What follows belongs to an exercise in optimizing a design on an open flow for small area, a short achievable clock period and few clock cycles; a production flow would make more cautious choices. No functional check of the RTL was part of this run. Power is estimated from default activity; no workload was simulated.

[design/flow/config.mk]
export PLATFORM = sky130hd
export DESIGN_NAME = frame_engine
export DESIGN_NICKNAME = frame_engine
export VERILOG_FILES = /design/flow/design.v
export SDC_FILE = /design/flow/constraint.sdc
export NUM_CORES = 4
export LEC_CHECK = 0
export CAP_MARGIN = 20
export CORE_MARGIN = 2
export CORE_UTILIZATION = 40
export PLACE_DENSITY = 0.6
export SLEW_MARGIN = 20
[design/flow/constraint.sdc]
create_clock -name core_clock -period 8.0 [get_ports {clk}]
set_input_delay 1.6000 -clock core_clock [delete_from_list [all_inputs] [get_ports {clk}]]
set_output_delay 1.6000 -clock core_clock [all_outputs]
set_load 0.01 [all_outputs]
[design/flow/design.v]
module x25_step (
    input  wire [15:0] acc,
    input  wire [7:0]  b,
    output reg  [15:0] nxt
);
    integer i;
    always @* begin
        nxt = acc ^ {8'h00, b};
        for (i = 0; i < 8; i = i + 1)
            nxt = nxt[0] ? ((nxt >> 1) ^ 16'h8408) : (nxt >> 1);
    end
endmodule
module cc_step (
    input  wire [15:0] acc,
    input  wire [7:0]  b,
    output reg  [15:0] nxt
);
    integer i;
    always @* begin
        nxt = acc ^ {b, 8'h00};
        for (i = 0; i < 8; i = i + 1)
            nxt = nxt[15] ? ((nxt << 1) ^ 16'h1021) : (nxt << 1);
    end
endmodule
module ax25_extractor #(
    parameter BUF_BYTES = 128,
    parameter AW        = 7           
) (
    input  wire          clk,
    input  wire          rst,         
    input  wire          byte_en,     
    input  wire [7:0]    byte_d,
    input  wire          fcs_check,   
    output wire          deliver,
    input  wire [AW-1:0] rd_idx,
    output wire [7:0]    rd_byte,
    output reg           state,       
    output reg  [AW:0]   len,
    output reg  [15:0]   frames,
    output reg  [15:0]   discards
);
    localparam [7:0]  FLAG    = 8'h7E;
    localparam [15:0] RESIDUE = 16'hF0B8;   
    reg [7:0]  buf_mem [0:BUF_BYTES-1];
    reg [15:0] crc;                         
    wire [15:0] crc_nxt;
    x25_step u_step (.acc(crc), .b(byte_d), .nxt(crc_nxt));
    wire is_flag   = (byte_d == FLAG);
    wire closing   = state && is_flag && (len != 0);
    wire too_short = (len < 16);
    wire fcs_bad   = fcs_check && (crc != RESIDUE);
    wire overflow  = state && !closing && len[AW];
    assign deliver = closing && !too_short && !fcs_bad;
    assign rd_byte = buf_mem[rd_idx];
    always @(posedge clk) begin
        if (rst) begin
            state    <= 1'b0;
            len      <= 0;
            frames   <= 16'd0;
            discards <= 16'd0;
            crc      <= 16'hFFFF;
        end else if (byte_en) begin
            if (!state) begin
                if (is_flag) begin
                    state <= 1'b1;
                    len   <= 0;
                    crc   <= 16'hFFFF;
                end
            end else if (closing) begin
                state <= 1'b0;
                len   <= 0;
                if (too_short || fcs_bad)
                    discards <= discards + 16'd1;
                else
                    frames <= frames + 16'd1;
            end else if (overflow) begin
                state    <= 1'b0;
                len      <= 0;
                discards <= discards + 16'd1;
            end else begin
                len <= len + 1'b1;
                crc <= crc_nxt;
            end
        end
    end
    always @(posedge clk) begin
        if (!rst && byte_en && state && !closing && !overflow)
            buf_mem[len[AW-1:0]] <= byte_d;
    end
endmodule
module m17_extractor (
    input  wire        clk,
    input  wire        rst,           
    input  wire        byte_en,
    input  wire [7:0]  byte_d,
    input  wire        crc_check,     
    output wire        deliver,       
    input  wire [5:0]  rd_idx,
    output wire [7:0]  rd_byte,
    output reg  [1:0]  state,         
    output reg  [5:0]  cnt,
    output reg         prev_valid,
    output reg  [7:0]  prev,
    output reg  [15:0] frames,
    output reg  [15:0] discards
);
    localparam [1:0] HUNT = 2'd0, COLLECT = 2'd1, PEND = 2'd2;
    localparam [7:0] SYNC0 = 8'h5D, SYNC1 = 8'h5F;
    reg [7:0]  buf_mem [2:47];
    reg        last_sync0;            
    reg [15:0] crc;                   
    wire [15:0] crc_nxt;
    cc_step u_step (.acc(crc), .b(byte_d), .nxt(crc_nxt));
    localparam [15:0] CRC_ANCHOR = 16'hCEF6;    
    wire is_s0 = (byte_d == SYNC0);
    wire is_s1 = (byte_d == SYNC1);
    wire hunt_anchor = (state == HUNT) && prev_valid && (prev == SYNC0) && is_s1;
    wire reanchor    = ((state == COLLECT) && last_sync0 && is_s1) ||
                       ((state == PEND) && is_s1);
    wire store       = (state == COLLECT) && !reanchor;
    wire full_now    = store && (cnt == 6'd47);
    wire fin_collect = full_now && !is_s0;
    wire fin_pend    = (state == PEND) && !is_s1;
    wire finalize    = fin_collect || fin_pend;
    wire [7:0]  b47    = (state == COLLECT) ? byte_d : buf_mem[47];
    wire [15:0] rx_crc = {b47, buf_mem[46]};
    wire crc_bad = crc_check && (crc != rx_crc);
    assign deliver = finalize && !crc_bad;
    assign rd_byte = (rd_idx == 6'd0) ? SYNC0 : (rd_idx == 6'd1) ? SYNC1 : buf_mem[rd_idx];
    always @(posedge clk) begin
        if (rst) begin
            state      <= HUNT;
            cnt        <= 6'd0;
            prev_valid <= 1'b0;
            prev       <= 8'h00;
            frames     <= 16'd0;
            discards   <= 16'd0;
            last_sync0 <= 1'b0;
            crc        <= 16'hFFFF;
        end else if (byte_en) begin
            if (hunt_anchor || reanchor) begin
                if (reanchor)
                    discards <= discards + 16'd1;
                state      <= COLLECT;
                cnt        <= 6'd2;
                prev_valid <= 1'b0;
                last_sync0 <= 1'b0;
                crc        <= CRC_ANCHOR;
            end else if (state == HUNT) begin
                prev_valid <= 1'b1;
                prev       <= byte_d;
            end else if (finalize) begin
                if (crc_bad)
                    discards <= discards + 16'd1;
                else
                    frames <= frames + 16'd1;
                state <= HUNT;
                cnt   <= 6'd0;
                if (fin_pend) begin
                    prev_valid <= 1'b1;
                    prev       <= byte_d;
                end else begin
                    prev_valid <= 1'b0;
                end
            end else if (store) begin
                cnt        <= cnt + 6'd1;
                last_sync0 <= is_s0;
                if (cnt < 6'd46)
                    crc <= crc_nxt;
                if (full_now)
                    state <= PEND;
            end
        end
    end
    always @(posedge clk) begin
        if (!rst && byte_en && store)
            buf_mem[cnt] <= byte_d;
    end
endmodule
module det_classifier (
    input  wire        clk,
    input  wire        rst,
    input  wire        clear,
    input  wire        push,
    input  wire [7:0]  push_d,
    output reg  [5:0]  len,
    output wire        full,
    output reg  [2:0]  cls
);
    localparam [2:0] C_UNKNOWN = 3'd0, C_AX25 = 3'd1, C_M17 = 3'd2,
                     C_FX25 = 3'd3, C_IL2P = 3'd4, C_APRS = 3'd5;
    reg w0_7e, w0_5d, w0_b7;     
    reg w1_5f, w1_4d;            
    reg aprs;                    
    assign full = len[5];
    always @(posedge clk) begin
        if (rst || clear) begin
            len  <= 6'd0;
            aprs <= 1'b0;
        end else if (push && !full) begin
            len <= len + 6'd1;
            if (len[4] && push_d == 8'hF0)
                aprs <= 1'b1;
        end
        if (push && !full && len == 6'd0) begin
            w0_7e <= (push_d == 8'h7E);
            w0_5d <= (push_d == 8'h5D);
            w0_b7 <= (push_d == 8'hB7);
        end
        if (push && !full && len == 6'd1) begin
            w1_5f <= (push_d == 8'h5F);
            w1_4d <= (push_d == 8'h4D);
        end
    end
    wire ge1  = (len != 6'd0);
    wire ge2  = (len[5:1] != 5'd0);
    wire ge8  = (len[5:3] != 3'd0);
    wire ge14 = (len >= 6'd14);
    always @* begin
        if (ge1 && w0_7e)
            cls = aprs ? C_APRS : C_AX25;
        else if (ge2 && w0_5d && w1_5f)
            cls = C_M17;
        else if (ge8 && w0_b7 && w1_4d)
            cls = C_FX25;
        else if (ge14)
            cls = C_IL2P;
        else
            cls = C_UNKNOWN;
    end
endmodule
module frame_engine (
    input  wire        clk,
    input  wire        rst,
    input  wire        cmd_valid,
    output wire        cmd_ready,
    input  wire [15:0] cmd_data,
    output reg         ev_valid,
    output reg  [1:0]  ev_kind,       
    output reg  [15:0] ev_data,
    output reg         ev_last
);
    localparam AX25_BUF_BYTES = 128;
    localparam DET_MAX_LEN    = 32;
    localparam [7:0] OP_NOP = 8'h00, OP_PUSH = 8'h01, OP_AX25_PUSH = 8'h02,
                     OP_M17_PUSH = 8'h03, OP_CHUNK_END = 8'h04,
                     OP_X25_INIT = 8'h10, OP_X25_BYTE = 8'h11,
                     OP_CCITT_INIT = 8'h12, OP_CCITT_BYTE = 8'h13,
                     OP_DET_CLEAR = 8'h20, OP_DET_PUSH = 8'h21,
                     OP_RD = 8'h30, OP_WR_CTRL = 8'h31, OP_RESET = 8'h3F;
    localparam [1:0] EV_AX25 = 2'd1, EV_M17 = 2'd2, EV_RESP = 2'd3;
    reg [15:0] h_data, s_data;
    reg        hv, sv;
    wire       exec;
    wire       take = !hv || exec;
    assign cmd_ready = !sv;
    always @(posedge clk) begin
        if (rst) begin
            hv <= 1'b0;
            sv <= 1'b0;
        end else if (take) begin
            hv <= sv || cmd_valid;
            sv <= 1'b0;
        end else if (cmd_valid) begin
            sv <= 1'b1;
        end
        if (take)
            h_data <= sv ? s_data : cmd_data;
        if (!sv)
            s_data <= cmd_data;
    end
    wire [7:0] op  = h_data[15:8];
    wire [7:0] arg = h_data[7:0];
    reg [1:0] mode;
    reg       fcs_check, crc_check, badcmd;
    reg [15:0] x25_acc, cc_acc;
    wire is_known = (op == OP_NOP) || (op == OP_PUSH) || (op == OP_AX25_PUSH) ||
                    (op == OP_M17_PUSH) || (op == OP_CHUNK_END) ||
                    (op == OP_X25_INIT) || (op == OP_X25_BYTE) ||
                    (op == OP_CCITT_INIT) || (op == OP_CCITT_BYTE) ||
                    (op == OP_DET_CLEAR) || (op == OP_DET_PUSH) ||
                    (op == OP_RD) || (op == OP_WR_CTRL) || (op == OP_RESET);
    wire ax_sel  = ((op == OP_PUSH) && !mode[0]) || (op == OP_AX25_PUSH);
    wire m17_sel = ((op == OP_PUSH) && !mode[1]) || (op == OP_M17_PUSH);
    wire is_rd   = (op == OP_RD);
    wire soft_rst = exec && (op == OP_RESET);
    wire unit_rst = rst || soft_rst;
    wire        ax_dlv;
    reg  [6:0]  ax_rd_idx;
    wire [7:0]  ax_rd_byte;
    wire        ax_state;
    wire [7:0]  ax_len;
    wire [15:0] ax_frames, ax_discards;
    ax25_extractor #(.BUF_BYTES(AX25_BUF_BYTES), .AW(7)) u_ax25 (
        .clk(clk), .rst(unit_rst), .byte_en(exec && ax_sel), .byte_d(arg),
        .fcs_check(fcs_check), .deliver(ax_dlv),
        .rd_idx(ax_rd_idx), .rd_byte(ax_rd_byte),
        .state(ax_state), .len(ax_len), .frames(ax_frames), .discards(ax_discards)
    );
    wire        m17_dlv;
    reg  [5:0]  m17_rd_idx;
    wire [7:0]  m17_rd_byte;
    wire [1:0]  m17_state;
    wire [5:0]  m17_cnt;
    wire        m17_prev_valid;
    wire [7:0]  m17_prev;
    wire [15:0] m17_frames, m17_discards;
    m17_extractor u_m17 (
        .clk(clk), .rst(unit_rst), .byte_en(exec && m17_sel), .byte_d(arg),
        .crc_check(crc_check), .deliver(m17_dlv),
        .rd_idx(m17_rd_idx), .rd_byte(m17_rd_byte),
        .state(m17_state), .cnt(m17_cnt), .prev_valid(m17_prev_valid), .prev(m17_prev),
        .frames(m17_frames), .discards(m17_discards)
    );
    wire [5:0] det_len;
    wire       det_full;
    wire [2:0] det_cls;
    det_classifier u_det (
        .clk(clk), .rst(unit_rst),
        .clear(exec && (op == OP_DET_CLEAR)),
        .push(exec && (op == OP_DET_PUSH)), .push_d(arg),
        .len(det_len), .full(det_full), .cls(det_cls)
    );
    wire [15:0] x25_nxt, cc_nxt;
    x25_step u_x25 (.acc(x25_acc), .b(arg), .nxt(x25_nxt));
    cc_step  u_cc  (.acc(cc_acc),  .b(arg), .nxt(cc_nxt));
    reg ax_act;      
    reg m17_act;     
    reg m17_pend;    
    reg [6:0] ax_last;
    wire ax_go   = ax_sel && ax_dlv;
    wire m17_go  = m17_sel && m17_dlv;
    wire need_port = is_rd || ax_go || m17_go;
    wire port_free = !ax_act && !m17_act && !m17_pend;
    assign exec = hv && (port_free || !need_port) && !(m17_pend && m17_sel);
    always @(posedge clk) begin
        if (unit_rst) begin
            mode      <= 2'd0;
            fcs_check <= 1'b0;
            crc_check <= 1'b0;
            badcmd    <= 1'b0;
            x25_acc   <= 16'hFFFF;
            cc_acc    <= 16'hFFFF;
        end else if (exec) begin
            case (op)
                OP_X25_INIT:   x25_acc <= 16'hFFFF;
                OP_X25_BYTE:   x25_acc <= x25_nxt;
                OP_CCITT_INIT: cc_acc  <= 16'hFFFF;
                OP_CCITT_BYTE: cc_acc  <= cc_nxt;
                OP_WR_CTRL: begin
                    mode      <= (arg[1:0] == 2'd3) ? 2'd0 : arg[1:0];
                    fcs_check <= arg[2];
                    crc_check <= arg[3];
                end
                default: ;
            endcase
            if (!is_known)
                badcmd <= 1'b1;
        end
    end
    reg [15:0] rd_val;
    always @* begin
        case (arg)
            8'h00: rd_val = {12'd0, crc_check, fcs_check, mode};
            8'h01: rd_val = {11'd0, det_full, badcmd, m17_state, ax_state};
            8'h02: rd_val = {8'd0, ax_len};
            8'h03: rd_val = ax_frames;
            8'h04: rd_val = ax_discards;
            8'h05: rd_val = {10'd0, m17_cnt};
            8'h06: rd_val = m17_frames;
            8'h07: rd_val = m17_discards;
            8'h08: rd_val = m17_prev_valid ? {7'd0, 1'b1, m17_prev} : 16'h0000;
            8'h09: rd_val = x25_acc;
            8'h0A: rd_val = x25_acc ^ 16'hFFFF;
            8'h0B: rd_val = cc_acc;
            8'h0C: rd_val = {10'd0, det_len};
            8'h0D: rd_val = {13'd0, det_cls};
            8'h0E: rd_val = AX25_BUF_BYTES;
            8'h0F: rd_val = DET_MAX_LEN;
            default: rd_val = 16'h0000;
        endcase
    end
    always @(posedge clk) begin
        if (rst) begin
            ev_valid   <= 1'b0;
            ev_kind    <= 2'd0;
            ev_data    <= 16'd0;
            ev_last    <= 1'b0;
            ax_act     <= 1'b0;
            m17_act    <= 1'b0;
            m17_pend   <= 1'b0;
            ax_rd_idx  <= 7'd0;
            m17_rd_idx <= 6'd0;
            ax_last    <= 7'd0;
        end else begin
            ev_valid <= 1'b0;
            ev_last  <= 1'b0;
            if (ax_act) begin
                ev_valid  <= 1'b1;
                ev_kind   <= EV_AX25;
                ev_data   <= {8'd0, ax_rd_byte};
                ax_rd_idx <= ax_rd_idx + 7'd1;
                if (ax_rd_idx == ax_last) begin
                    ev_last   <= 1'b1;
                    ax_act    <= 1'b0;
                    ax_rd_idx <= 7'd0;
                    if (m17_pend) begin
                        m17_act    <= 1'b1;
                        m17_rd_idx <= 6'd0;
                    end
                end
            end else if (m17_act) begin
                ev_valid   <= 1'b1;
                ev_kind    <= EV_M17;
                ev_data    <= {8'd0, m17_rd_byte};
                m17_rd_idx <= m17_rd_idx + 6'd1;
                m17_pend   <= 1'b0;
                if (m17_rd_idx == 6'd47) begin
                    ev_last <= 1'b1;
                    m17_act <= 1'b0;
                end
            end else if (exec && is_rd) begin
                ev_valid <= 1'b1;
                ev_kind  <= EV_RESP;
                ev_data  <= rd_val;
                ev_last  <= 1'b1;
            end else if (exec && ax_go) begin
                ev_valid   <= 1'b1;
                ev_kind    <= EV_AX25;
                ev_data    <= {8'd0, ax_rd_byte};
                ax_act     <= 1'b1;
                ax_rd_idx  <= 7'd1;
                ax_last    <= ax_len[6:0] - 7'd1;
                m17_pend   <= m17_go;
            end else if (exec && m17_go) begin
                ev_valid   <= 1'b1;
                ev_kind    <= EV_M17;
                ev_data    <= {8'd0, 8'h5D};
                m17_act    <= 1'b1;
                m17_rd_idx <= 6'd1;
            end
        end
    end
endmodule
[design/flow/run.sh]
#!/bin/bash
# synth_recipe.tcl (not shown) runs the flow's synth.tcl, then flattens the netlist and writes it again
# the make line also repeats each setting of config.mk as NAME=value (left out here)
make -C /OpenROAD-flow-scripts/flow DESIGN_CONFIG=/design/flow/config.mk WORK_HOME=/design/flow/orfs CLKGATE_MAP_FILE= SYNTH_SCRIPT=/design/flow/synth_recipe.tcl finish
==> parameters.txt <==
Parameter                              Value

STA
  Setup repair after global routing missed its margin ... no
  Final setup violation count ... 0
  Max Clock Freq ... 176 MHz
  Clock Skews ... 20.5 ps
  Worst slew pin tran ... 1130 ps
  Worst slew margin ... 24.3%
  Max-slew violation count ... 0
  Worst hold slack across all endpoints ... 473 ps
  Final worst path period share ... 70.9%
  Final Hold Fails ... 0
  Final critical-path setup slack ... 2330 ps
  Setup total negative slack ... 0 ps
  Time the final worst path needs with I/O delays and setup ... 5670 ps

Global route
  Global-route total usage across every layer ... 21.5%
  Largest net degree at the start of global routing ... 160
  Grt total ovfl ... 0
  Via count of the first global-routing pass ... 38,000
  First-pass GRT wire length ... 275 mm
  Antenna violations before repair ... 2

Route
  Total wirelength of the detailed-routed design ... 190 mm
  Wire length on met2 ... 86.4 mm
  Met1 layer wirelength in the final routing ... 81.8 mm
  First-pass iteration count of the detailed router ... 8
  Uppermost layer routed ... met4
  DR DRC count ... 0
  Number of nets with antenna violations after detailed routing ... 0
  Post-detailed-route wirelength per cell ... 29.1 um
  Met3 Wirelength ... 16.3 mm
  Starting DRT DRC Count ... 5,224
  Vias per std cell ... 6.08
  Count of vias placed by the detailed router ... 39,600

Synth
  Post-Syn Nets ... 4,172
  Unique cell type count in the Yosys netlist ... 93
  Synth Area per Inst ... 16.6 um^2
  Number of enable flip-flop cells after synthesis ... 1,413
  Share of Yosys cell area claimed by the top area cell type ... 61.9%
  Primary FF master, synth ... edfxtp_1
  Post-synthesis cell type with the largest combined area ... edfxtp_1
  Top cells by instance count after synthesis ... edfxtp_1 (1,413), mux4_2 (376), dfxtp_1 (241)
  Cell area after technology mapping ... 68,500 um^2
  Top cells by area in the synthesized netlist ... edfxtp_1 (62%), mux4_2 (12%), dfxtp_1 (7.0%)
  Count of yosys warnings during synthesis ... 6
  Register bit count reported by yosys ... 1,654
  Most instantiated library cell after synthesis ... edfxtp_1
  Proportion of register bits with asynchronous set or reset after synthesis ... 0%
  Mapped Cells ... 4,137
  Portion of the post-synthesis area used by sequential elements ... 69.0%

Setup path
  Setup crit end ... u_ax25.buf_mem[3][4]
  Beginning of the worst register-to-register path ... h_data[7]
  Minimum setup slack among reg-to-reg paths ... 2330 ps
  Start-to-end type of the worst setup path ... flop to flop
  Worst setup path start ... h_data[7]
  Maximum fanout along the worst path ... 39
  Critical Path RT ... 8410 ps
  Endpoint of the worst register-to-register path ... u_ax25.buf_mem[3][4]
  Startpoint Class ... flop
  Kind of end point of the critical path ... flop
  Depth of the most critical reg-to-reg path ... 10
  Data arrival, critical path ... 6080 ps

CTS
  Count of H-tree levels built during CTS ... 4
  Setup fix buffers added after clock tree synthesis ... 0
  Number of gates given a new drive strength after cts ... 0
  Maximum root-to-sink buffer count ... 3
  Clock Root Buffer ... clkbuf_16
  Number of sinks on the clock net ... 1,654
  Clock latency (worst-skew pair) ... 800 ps
  Count of hold-fix buffers inserted at cts ... 0
  Clock-pin slew on the worst setup and hold paths ... 60 ps
  Num CTS Buffers ... 160
  TritonCTS clock tree ... built

Placement
  Instance area after placement ... 71,400 um^2
  Setup slack after placement ... 2110 ps
  Post-detail-place hpwl ... 117 mm
  Number of I/O port buffers ... 39
  Weighted congestion at the end of routability-driven global placement ... 0.915

Finish
  Final core occ ... 45.1%
  FF/Latch Area ... 47,300 um^2
  Multi-input combinational cell area ... 20,100 um^2
  Post-Layout Inst Area ... 76,600 um^2
  Share of post-route cells with drive strength above 1 ... 18.8%
  # nets final ... 4,199
  Antenna diodes ... 0
  Growth of design area from synthesis to finish ... 11.9%
  Count of filler cells inserted in the layout ... 14,400

Floorplan
  Number of rows created at floorplan ... 151
  Number of I/O pins ... 40
  Core ar. ... 170,000 um^2
  Floorplan die height ... 418 um
  Effective utilization at floorplan ... 40.3%
  Area enclosed by the die boundary ... 175,000 um^2
  Floorplan die width ... 418 um

Status
  Result of the run ... timing/DRC/antenna clean

Power and ir drop
  Maximum resistive drop on vdd ... 0.174 mV
  Ratio of total power to cell area ... 228 nW/um^2
  Leakage ... 22.9 nW

Min path
  Worst hold path cell count ... 2
  Class of the worst hold path ... flop to flop

Job
  Max-Cap Viols ... 0
==> sequential cells by signal, indices dropped and copies added (netlist names), 6 cells and up, named ones only <==
name             count
cc_acc              16
ax_last              7
u_m17.cnt            6
u_m17.prev           8
u_det.len            6
x25_acc             16
u_ax25.buf_mem    1024
u_m17.discards      16
s_data              16
ax_rd_idx            7
u_m17.crc           16
u_ax25.frames       16
h_data              16
u_ax25.discards     16
u_ax25.len           8
u_m17.buf_mem      368
m17_rd_idx           6
ev_data             16
u_ax25.crc          16
u_m17.frames        16
==> metrics by stage <==
| step | instances | power (mW) |
|---|---|---|
| finish | 6515 | 17.5 |
| global route | 6515 | 17.9 |
| CTS | 6511 | 17.6 |
| detailed placement | 6216 | 10.2 |
| global placement | 6216 | 10.2 |
| floorplan | 4137 | 9.99 |
==> metal layers <==
metal / track usage [%] / vias up
met2: 32.3 / 1973
met5: 0 / -
li1: - / 16700
met1: 31.9 / 20700
met4: 6.74 / 0
met3: 3.66 / 262
==> worst max-delay path: stages, from the launching register on <==
cell	delay, ps
edfxtp_1	420
buf_4	290
nand4b_1	300
or3_1	480
inv_2	140
nand3_2	210
o31ai_4	550
o21a_4	570
nand4_4	740
buf_4	580
nor3_1	950
==> worst min-delay path by stage <==
stage,from,end,slack [ps]
2_1_floorplan,u_det.aprs,u_det.aprs,430
3_3_place_gp,u_det.aprs,u_det.aprs,440
3_5_place_dp,u_det.aprs,u_det.aprs,450
4_1_cts,u_det.aprs,u_det.aprs,470
5_1_grt,s_data[11],s_data[11],500
6_report,u_ax25.discards[15],u_ax25.discards[15],470
==> cells by family (layout without fill, tap and decap cells) <==
group | after synthesis | count (layout) | share of synthesized area [%]
DFF | 1654 | 1654 | 69.0
and+or+nand+nor | 942 | 942 | 6.99
muxes | 534 | 534 | 14.7
AOI/OAI and AO/OA | 533 | 533 | 5.24
buffers and inverters | 313 | 473 | 1.94
xor gates and xnor gates | 145 | 145 | 1.85
adders and majority gates | 16 | 16 | 0.292
==> where the power goes <==
group | leakage [nW] | total, mW | switching (mW) | internal (mW)
registers | 14.7 | 9.48 | 0.0158 | 9.47
logic | 5.77 | 0.566 | 0.458 | 0.107
clock network | 2.46 | 7.41 | 3.29 | 4.12
total | 22.9 | 17.5 | 3.76 | 13.7
==> layout make-up <==
type / count / share of cell area [%]
Timing Repair Buffer: 138 / 1.61
Sequential cell: 1654 / 61.7
Clock buffer: 207 / 5.68
Clock inverter: 88 / 0.952
Multi-Input combinational cell: 2170 / 26.2
Inverter: 40 / 0.196
Tap cell: 2218 / 3.62
==> cell usage in the layout (no fill, tap or decap), types with 20 or more instances in the layout <==
master / instances
clkbuf_16: 165
xnor2_1: 81
a21oi_1: 139
nor4_1: 57
dfxtp_1: 231
nor3_1: 113
inv_1: 36
buf_4: 86
a22oi_1: 34
a311oi_1: 22
clkinv_1: 35
nor2_1: 200
nand3_1: 80
xor2_1: 64
nand2_1: 210
edfxtp_1: 1413
clkinv_2: 23
clkdlybuf4s50_1: 39
mux2i_1: 129
mux2_2: 29
clkbuf_1: 35
a31oi_1: 22
nand2b_1: 40
a2bb2oi_1: 20
nor3_2: 36
mux4_2: 376
o21ai_0: 98
or3_1: 28
nand4_1: 38
and3_1: 35
nor2b_1: 26
a211oi_1: 36

==> port drivers added, routing unchanged <==
No port has a modelled driver above. Below, the same layout with a new extraction and two added sets of constraints.
Step 1, drivers: a clkbuf_16 drives clk and a buf_2 each remaining input, both assumed.
Step 2 adds t to the input delays and takes it off the output delays; t is the mean of the earliest and latest rising clock arrival at the registers after step 1. Input paths then give back, and output paths get back, about the clock's delay inside the block.
a / b / c = ideal ports / drivers / drivers and shift; a / b = the first two.
t (ns): 0.876
setup WS [ns]: 2.331 / 2.331 / 2.047
worst hold slack (ns): 0.473 / 0.473 / 0.473
clock arrival spread, ns: 0.026 / 0.026
pins driven straight from the clock port: 1
After both steps this run still meets setup and hold. For this run, drivers alone change the setup slack by 0.000 ns; drivers and shift together by -0.284 ns.
